Background: an optimization exercise with open tools, aiming at small area and a short achievable clock period. Do not read the settings as production practice.
The RTL was checked by simulation tests, not by an equivalence proof against the original design.
No activity file was given, so power comes from the tool's default toggle rates.

the baseline:
Design sqan_rxsync, start of the top module:
module sqan_rxsync (
    input  wire         clk,
    input  wire         rst,                  
    input  wire [1:0]   in_cmd,
    input  wire [15:0]  in_i,
    input  wire [15:0]  in_q,
    input  wire [6:0]   cfg_percent,          
    input  wire [1:0]   cfg_hdr_w,            
    input  wire [11:0]  cfg_header,           
    input  wire         cfg_byte_timing,      
    input  wire [7:0]   cfg_timing_interval,  
    input  wire [4:0]   cfg_slot_bits,        
    input  wire [7:0]   cfg_sync0,            
    input  wire [7:0]   cfg_sync1,            
    input  wire         cfg_screen,           
    input  wire         cfg_esc_en,           
    input  wire [7:0]   cfg_esc_marker,       
    input  wire [7:0]   cfg_esc_xor,          
    input  wire [2:0]   cfg_esc_extra,        
    output reg          flush_valid,
    output reg          flush_emit,
    output reg  [4:0]   flush_n,
  ...
Settings: LEC_CHECK=0, CAP_MARGIN=20, CORE_MARGIN=2, CORE_UTILIZATION=40, CTS_CLUSTER_DIAMETER=70, CTS_CLUSTER_SIZE=30, SLEW_MARGIN=20, SYNTH_HIERARCHICAL=1; clock period 22.0 ns.
standard.sh (not shown) runs the stock make flow with config.mk's settings and CLKGATE_MAP_FILE= SYNTH_SCRIPT=/design/flow/synth_recipe.tcl, a recipe that flattens the netlist after the stock synthesis.
==> flow/flow/run.sh <==
#!/bin/bash
# Standard layout with two changes to how it is optimised:
#  - the port buffers are made from the smallest buffer cell (buffer_ports
#    otherwise picks sky130_fd_sc_hd__clkdlybuf4s50_1); the resizer still
#    upsizes any of them that timing or slew needs;
#  - repair_timing aims for a larger setup slack than the constraint needs, so
#    that it shortens the critical paths (the SDC and clock are unchanged).
set -euo pipefail
export BUFFER_PORTS_ARGS="-buffer_cell sky130_fd_sc_hd__buf_1"
export SETUP_SLACK_MARGIN=15
bash standard.sh > standard_make.log 2>&1
Edits applied to the flow inputs when going from the baseline to the candidate:
--- a/flow/design.v
+++ b/flow/design.v
@@ -204,26 +204,26 @@
     end
     always @(posedge clk)
         if (assemble)
             temp <= {temp[5:0], rx};
     genvar k;
     generate
         for (k = 0; k < 16; k = k + 1) begin : g_cell
             wire wr = (idx == k) || (idx + 5'd1 == k);
             always @(posedge clk)
-                if (!rst && complete && wr)
+                if (complete && wr)
                     dataout[k] <= (k % 2 == 0) ? bus_even : bus_odd;
         end
     endgenerate
     integer j;
     always @(posedge clk) begin
         flush_valid <= !rst && is_scan_end;
-        if (!rst && is_scan_end) begin
+        if (is_scan_end) begin
             flush_emit     <= (idx != 5'd0) && (!cfg_screen || sync_found);
             flush_n        <= idx;
             flush_sync     <= sync_found;
             flush_overflow <= overflow;
             for (j = 0; j < 16; j = j + 1)
                 flush_bytes[8*j +: 8] <= dataout[j];
         end
     end
 endmodule
==> summary.txt <==
Relative slew slack was higher in the baseline than in the candidate. | flip-flop and latch count | the baseline vs the candidate | ≈ equal |. ~same height of the die in the candidate and the baseline. Diff the baseline -> the candidate: fill cell instance count of the final layout decreased by 67 relative to the old numbers, area of the mapped netlist ~0 delta, global-route usage flat, largest net degree at the start of global routing rose by 6. Run comparison: the candidate termination of the worst setup path dataout[14][2]; the baseline termination of the worst setup path dataout[11][2]. The candidate vs the baseline, power went up by about 3%. [the candidate] share of the final layout cell area in sequential cells fell 0.31 points relative to the baseline. Depth of the worst register-to-register path of the candidate falls short of that of the baseline by more than 10%.

Another version of the RTL of sqan_rxsync (not shown whole).
Size: about 330 flip-flops, ~250 I/O pins, roughly 17000 um2 of cells after synthesis.
// sqan_rxsync
module sqan_rxsync (
    input  wire         clk,
    input  wire         rst,                  
    input  wire [1:0]   in_cmd,
    input  wire [15:0]  in_i,
    input  wire [15:0]  in_q,
    input  wire [6:0]   cfg_percent,          
    input  wire [1:0]   cfg_hdr_w,            
    input  wire [11:0]  cfg_header,           
    input  wire         cfg_byte_timing,      
    input  wire [7:0]   cfg_timing_interval,  
    input  wire [4:0]   cfg_slot_bits,        
    input  wire [7:0]   cfg_sync0,            
    input  wire [7:0]   cfg_sync1,            
    input  wire         cfg_screen,           
    input  wire         cfg_esc_en,           
    input  wire [7:0]   cfg_esc_marker,       
    input  wire [7:0]   cfg_esc_xor,          
    input  wire [2:0]   cfg_esc_extra,        
    output reg          flush_valid,
    output reg          flush_emit,
    output reg  [4:0]   flush_n,
    output reg          flush_sync,
    output reg          flush_overflow,
    output reg  [127:0] flush_bytes,          
    output wire         st_searching,
    output wire         st_inverted,
    output wire         st_ignore,
    output wire [4:0]   st_count
);
==> module sqan_thr_sign, before the edit <==
module sqan_thr_sign (
    input  wire [17:0] a,
    input  wire [17:0] b,
    output wire        ge,
    output wire        lt
);
    wire [17:0] s = a + b;
    assign ge = ~s[17];
    assign lt = s[17];
endmodule
==> flow/config.mk <==
export PLATFORM = sky130hd
export DESIGN_NAME = sqan_rxsync
export DESIGN_NICKNAME = sqan_rxsync
export VERILOG_FILES = /design/flow/design.v
export SDC_FILE = /design/flow/constraint.sdc
export NUM_CORES = 4
export LEC_CHECK = 0
export CAP_MARGIN = 20
export CORE_MARGIN = 2
export CORE_UTILIZATION = 40
export CTS_CLUSTER_DIAMETER = 60
export CTS_CLUSTER_SIZE = 24
export SLEW_MARGIN = 20
export SYNTH_HIERARCHICAL = 1
==> flow/constraint.sdc <==
create_clock -name core_clock -period 22.0 [get_ports {clk}]
set_input_delay 4.4000 -clock core_clock [delete_from_list [all_inputs] [get_ports {clk}]]
set_output_delay 4.4000 -clock core_clock [all_outputs]
set_load 0.01 [all_outputs]
Scripts as last shown in full above: flow/flow/run.sh
The first run produced a clean layout.
Rerun with:
--- a/flow/design.v
+++ b/flow/design.v
@@ -470,8 +470,37 @@
     input  wire [17:0] b,
     output wire        ge,
     output wire        lt
 );
-    wire [17:0] s = a + b;
-    assign ge = ~s[17];
-    assign lt = s[17];
+    wire [16:0] g = a[16:0] & b[16:0];
+    wire [16:0] t = a[16:0] | b[16:0];
+    wire g0_0 = g[1] | (t[1] & g[0]);
+    wire g0_1 = g[3] | (t[3] & g[2]);
+    wire t0_1 = t[3] & t[2];
+    wire g0_2 = g[5] | (t[5] & g[4]);
+    wire t0_2 = t[5] & t[4];
+    wire g0_3 = g[7] | (t[7] & g[6]);
+    wire t0_3 = t[7] & t[6];
+    wire g0_4 = g[9] | (t[9] & g[8]);
+    wire t0_4 = t[9] & t[8];
+    wire g0_5 = g[11] | (t[11] & g[10]);
+    wire t0_5 = t[11] & t[10];
+    wire g0_6 = g[13] | (t[13] & g[12]);
+    wire t0_6 = t[13] & t[12];
+    wire g0_7 = g[15] | (t[15] & g[14]);
+    wire t0_7 = t[15] & t[14];
+    wire g1_0 = g0_1 | (t0_1 & g0_0);
+    wire g1_1 = g0_3 | (t0_3 & g0_2);
+    wire t1_1 = t0_3 & t0_2;
+    wire g1_2 = g0_5 | (t0_5 & g0_4);
+    wire t1_2 = t0_5 & t0_4;
+    wire g1_3 = g0_7 | (t0_7 & g0_6);
+    wire t1_3 = t0_7 & t0_6;
+    wire g2_0 = g1_1 | (t1_1 & g1_0);
+    wire g2_1 = g1_3 | (t1_3 & g1_2);
+    wire t2_1 = t1_3 & t1_2;
+    wire g3_0 = g2_1 | (t2_1 & g2_0);
+    wire g4_0 = g[16] | (t[16] & g3_0);
+    wire c = g4_0;
+    assign lt = a[17] ^ b[17] ^ c;
+    assign ge = ~lt;
 endmodule
Wire length climbs by 2.2%.
First-iteration DRC count increases by 14%.
Synthesized area increases by 1.4%.
Fmax rises by 1.1%.
Core utilization drops by 0.70 points.
Worst setup slack gains 0.074 ns.
Non-clock buffer count falls by 1.
Total power stays flat.
Cell area grows by 0.52%.
Critical path depth shrinks by 2.
Worst hold slack stays flat.
Via count rises by 2.6%.

Setup of willow:
Another version of the RTL of sqan_rxsync (not shown whole).
Size: roughly 1500 cells after synthesis, about 330 flip-flops, roughly 250 I/O pins, ~18000 µm² of cells after synthesis.
Settings: LEC_CHECK=0, CAP_MARGIN=20, CORE_MARGIN=2, CORE_UTILIZATION=40, SLEW_MARGIN=20, SYNTH_HIERARCHICAL=1; clock period 22.0 ns.
Scripts as last shown in full above: flow/flow/run.sh
The following lists how ember was set up differently from willow:
--- a/flow/design.v
+++ b/flow/design.v
@@ -131,40 +131,29 @@
                     end else begin
                         nv_s[b] = 1'b1;
                     end
                 end
             end else if (is_scan_end) begin
                 nv_idx[b] = 5'd0; nv_fnd[b] = 1'b0; nv_mx[b] = 1'b0; nv_ov[b] = 1'b0;
             end
         end
     end
     wire r1 = !inv_eff;    
     wire r0 =  inv_eff;    
-    wire [40:0] cand0 = {nv_s[r0], nv_inv[r0], nv_cnt[r0], nv_idx[r0], nv_ov[r0], nv_fnd[r0],
-                         nv_mx[r0], nv_ign[r0], nv_sl[r0], nv_bus0[r0], nv_bus1[r0], r0};
-    wire [40:0] cand1 = {nv_s[r1], nv_inv[r1], nv_cnt[r1], nv_idx[r1], nv_ov[r1], nv_fnd[r1],
-                         nv_mx[r1], nv_ign[r1], nv_sl[r1], nv_bus0[r1], nv_bus1[r1], r1};
-    wire [40:0] sel;
-    sqan_sel #(.W(41)) u_sel (.s(raw), .a(cand0), .b(cand1), .y(sel));
-    wire       s_nx     = sel[40];
-    wire       inv_nx   = sel[39];
-    wire [4:0] cnt_nx   = sel[38:34];
-    wire [4:0] idx_nx   = sel[33:29];
-    wire       ov_nx    = sel[28];
-    wire       fnd_nx   = sel[27];
-    wire       mx_nx    = sel[26];
-    wire       ign_nx   = sel[25];
-    wire [7:0] sl_nx    = sel[24:17];
-    wire [7:0] bus_even = sel[16:9];
-    wire [7:0] bus_odd  = sel[8:1];
-    wire       rx       = sel[0];
+    wire [4:0] cnt_0 = nv_cnt[r0], cnt_1 = nv_cnt[r1];
+    wire [4:0] idx_0 = nv_idx[r0], idx_1 = nv_idx[r1];
+    wire [7:0] sl_0  = nv_sl[r0],  sl_1  = nv_sl[r1];
+    wire [7:0] be_0  = nv_bus0[r0], be_1 = nv_bus0[r1];
+    wire [7:0] bo_0  = nv_bus1[r0], bo_1 = nv_bus1[r1];
+    wire [7:0] bus_even = raw ? be_1 : be_0;
+    wire [7:0] bus_odd  = raw ? bo_1 : bo_0;
     wire assemble = is_sample && !searching;
     wire complete = assemble && byte_done;
     wire [8:0] pb = {2'b00, cfg_percent, 1'b0};
     integer d;
     always @(posedge clk)
         for (d = 0; d < 4; d = d + 1) begin
             pd_one[d] <= pb[2*d+1] ^ pb[2*d];
             pd_two[d] <= (pb[2*d+2] & ~pb[2*d+1] & ~pb[2*d]) | (~pb[2*d+2] & pb[2*d+1] & pb[2*d]);
             pd_sg[d]  <= ~pb[2*d+2] & (pb[2*d+1] | pb[2*d]);
         end
     always @(posedge clk) begin
@@ -178,66 +167,58 @@
             slots_left    <= 8'd0;
             idx           <= 5'd0;
             sync_found    <= 1'b0;
             match_idx     <= 1'b0;
             overflow      <= 1'b0;
         end else begin
             if (is_sample) begin
                 xr <= in_i[11:0];
                 if (searching)
                     window <= {window[10:0], raw};
             end
-            searching  <= s_nx;
-            inverted   <= inv_nx;
-            bit_cnt    <= cnt_nx;
-            idx        <= idx_nx;
-            overflow   <= ov_nx;
-            sync_found <= fnd_nx;
-            match_idx  <= mx_nx;
-            ignore_hdr <= ign_nx;
-            slots_left <= sl_nx;
+            searching  <= raw ? nv_s[r1]   : nv_s[r0];
+            inverted   <= raw ? nv_inv[r1] : nv_inv[r0];
+            bit_cnt    <= raw ? cnt_1      : cnt_0;
+            idx        <= raw ? idx_1      : idx_0;
+            overflow   <= raw ? nv_ov[r1]  : nv_ov[r0];
+            sync_found <= raw ? nv_fnd[r1] : nv_fnd[r0];
+            match_idx  <= raw ? nv_mx[r1]  : nv_mx[r0];
+            ignore_hdr <= raw ? nv_ign[r1] : nv_ign[r0];
+            slots_left <= raw ? sl_1       : sl_0;
         end
     end
     always @(posedge clk)
         if (assemble)
-            temp <= {temp[5:0], rx};
+            temp <= {temp[5:0], raw ^ inv_eff};
     genvar k;
     generate
         for (k = 0; k < 16; k = k + 1) begin : g_cell
             wire wr = (idx == k) || (idx + 5'd1 == k);
             always @(posedge clk)
                 if (!rst && complete && wr)
                     dataout[k] <= (k % 2 == 0) ? bus_even : bus_odd;
         end
     endgenerate
     integer j;
     always @(posedge clk) begin
         flush_valid <= !rst && is_scan_end;
         if (!rst && is_scan_end) begin
             flush_emit     <= (idx != 5'd0) && (!cfg_screen || sync_found);
             flush_n        <= idx;
             flush_sync     <= sync_found;
             flush_overflow <= overflow;
             for (j = 0; j < 16; j = j + 1)
                 flush_bytes[8*j +: 8] <= dataout[j];
         end
     end
 endmodule
-module sqan_sel #(parameter W = 1) (
-    input  wire         s,
-    input  wire [W-1:0] a,
-    input  wire [W-1:0] b,
-    output wire [W-1:0] y
-);
-    assign y = s ? b : a;
-endmodule
 module sqan_thr (
     input  wire [11:0] x,
     input  wire [11:0] xr,
     input  wire [3:0]  one,    
     input  wire [3:0]  two,    
     input  wire [3:0]  sg,     
     output wire        raw
 );
     wire [19:0] u_add_s;
     wire t173 = u_add_s[0];
     wire t259 = u_add_s[1];
==> summary.txt <==
Delta(minimum clock period, ember - willow) > 0. The placer's final routability congestion estimate of ember and that of willow are within noise of each other. Relative to willow, arrival time at the worst endpoint increased by 0.68 ns in ember. ember vs willow — static power due to leakage dropped by a few percent. Area added between synthesis and finish in ember vs willow: up 4.7 points.

port drivers added, routing unchanged:
Ports are ideal in the flow. The routed layouts listed here were re-timed in OpenROAD.
Step 1, drivers: a clkbuf_16 drives clk and a buf_2 each remaining input, both assumed.
Step 2, shift: input delay + t, output delay - t, t = (earliest + latest rising clock arrival at the registers) / 2. This alone moves slack from input paths to output paths.
a / b / c = ideal / step 1 / step 2; a / b = the first two.
run | shift t [ns] | setup slack, ns | slew at the worst register clock pin (ns)
the baseline | 0.586 | 14.967 / 14.951 / 14.365 | 0.11 / 0.11
the candidate | 0.618 | 14.992 / 14.996 / 14.378 | 0.10 / 0.10
the first run of note 2 | 0.619 | 14.880 / 14.883 / 14.264 | 0.09 / 0.09
the second run of note 2 | 0.612 | 14.955 / 14.954 / 14.342 | 0.09 / 0.09
willow | 0.606 | 14.864 / 14.876 / 14.270 | 0.07 / 0.07
ember | 0.584 | 14.187 / 14.185 / 13.601 | 0.07 / 0.07
After both steps every run listed still meets setup and hold. For the first run of note 2, which loses most, drivers alone change the setup slack by +0.003 ns; drivers and shift together by -0.616 ns.
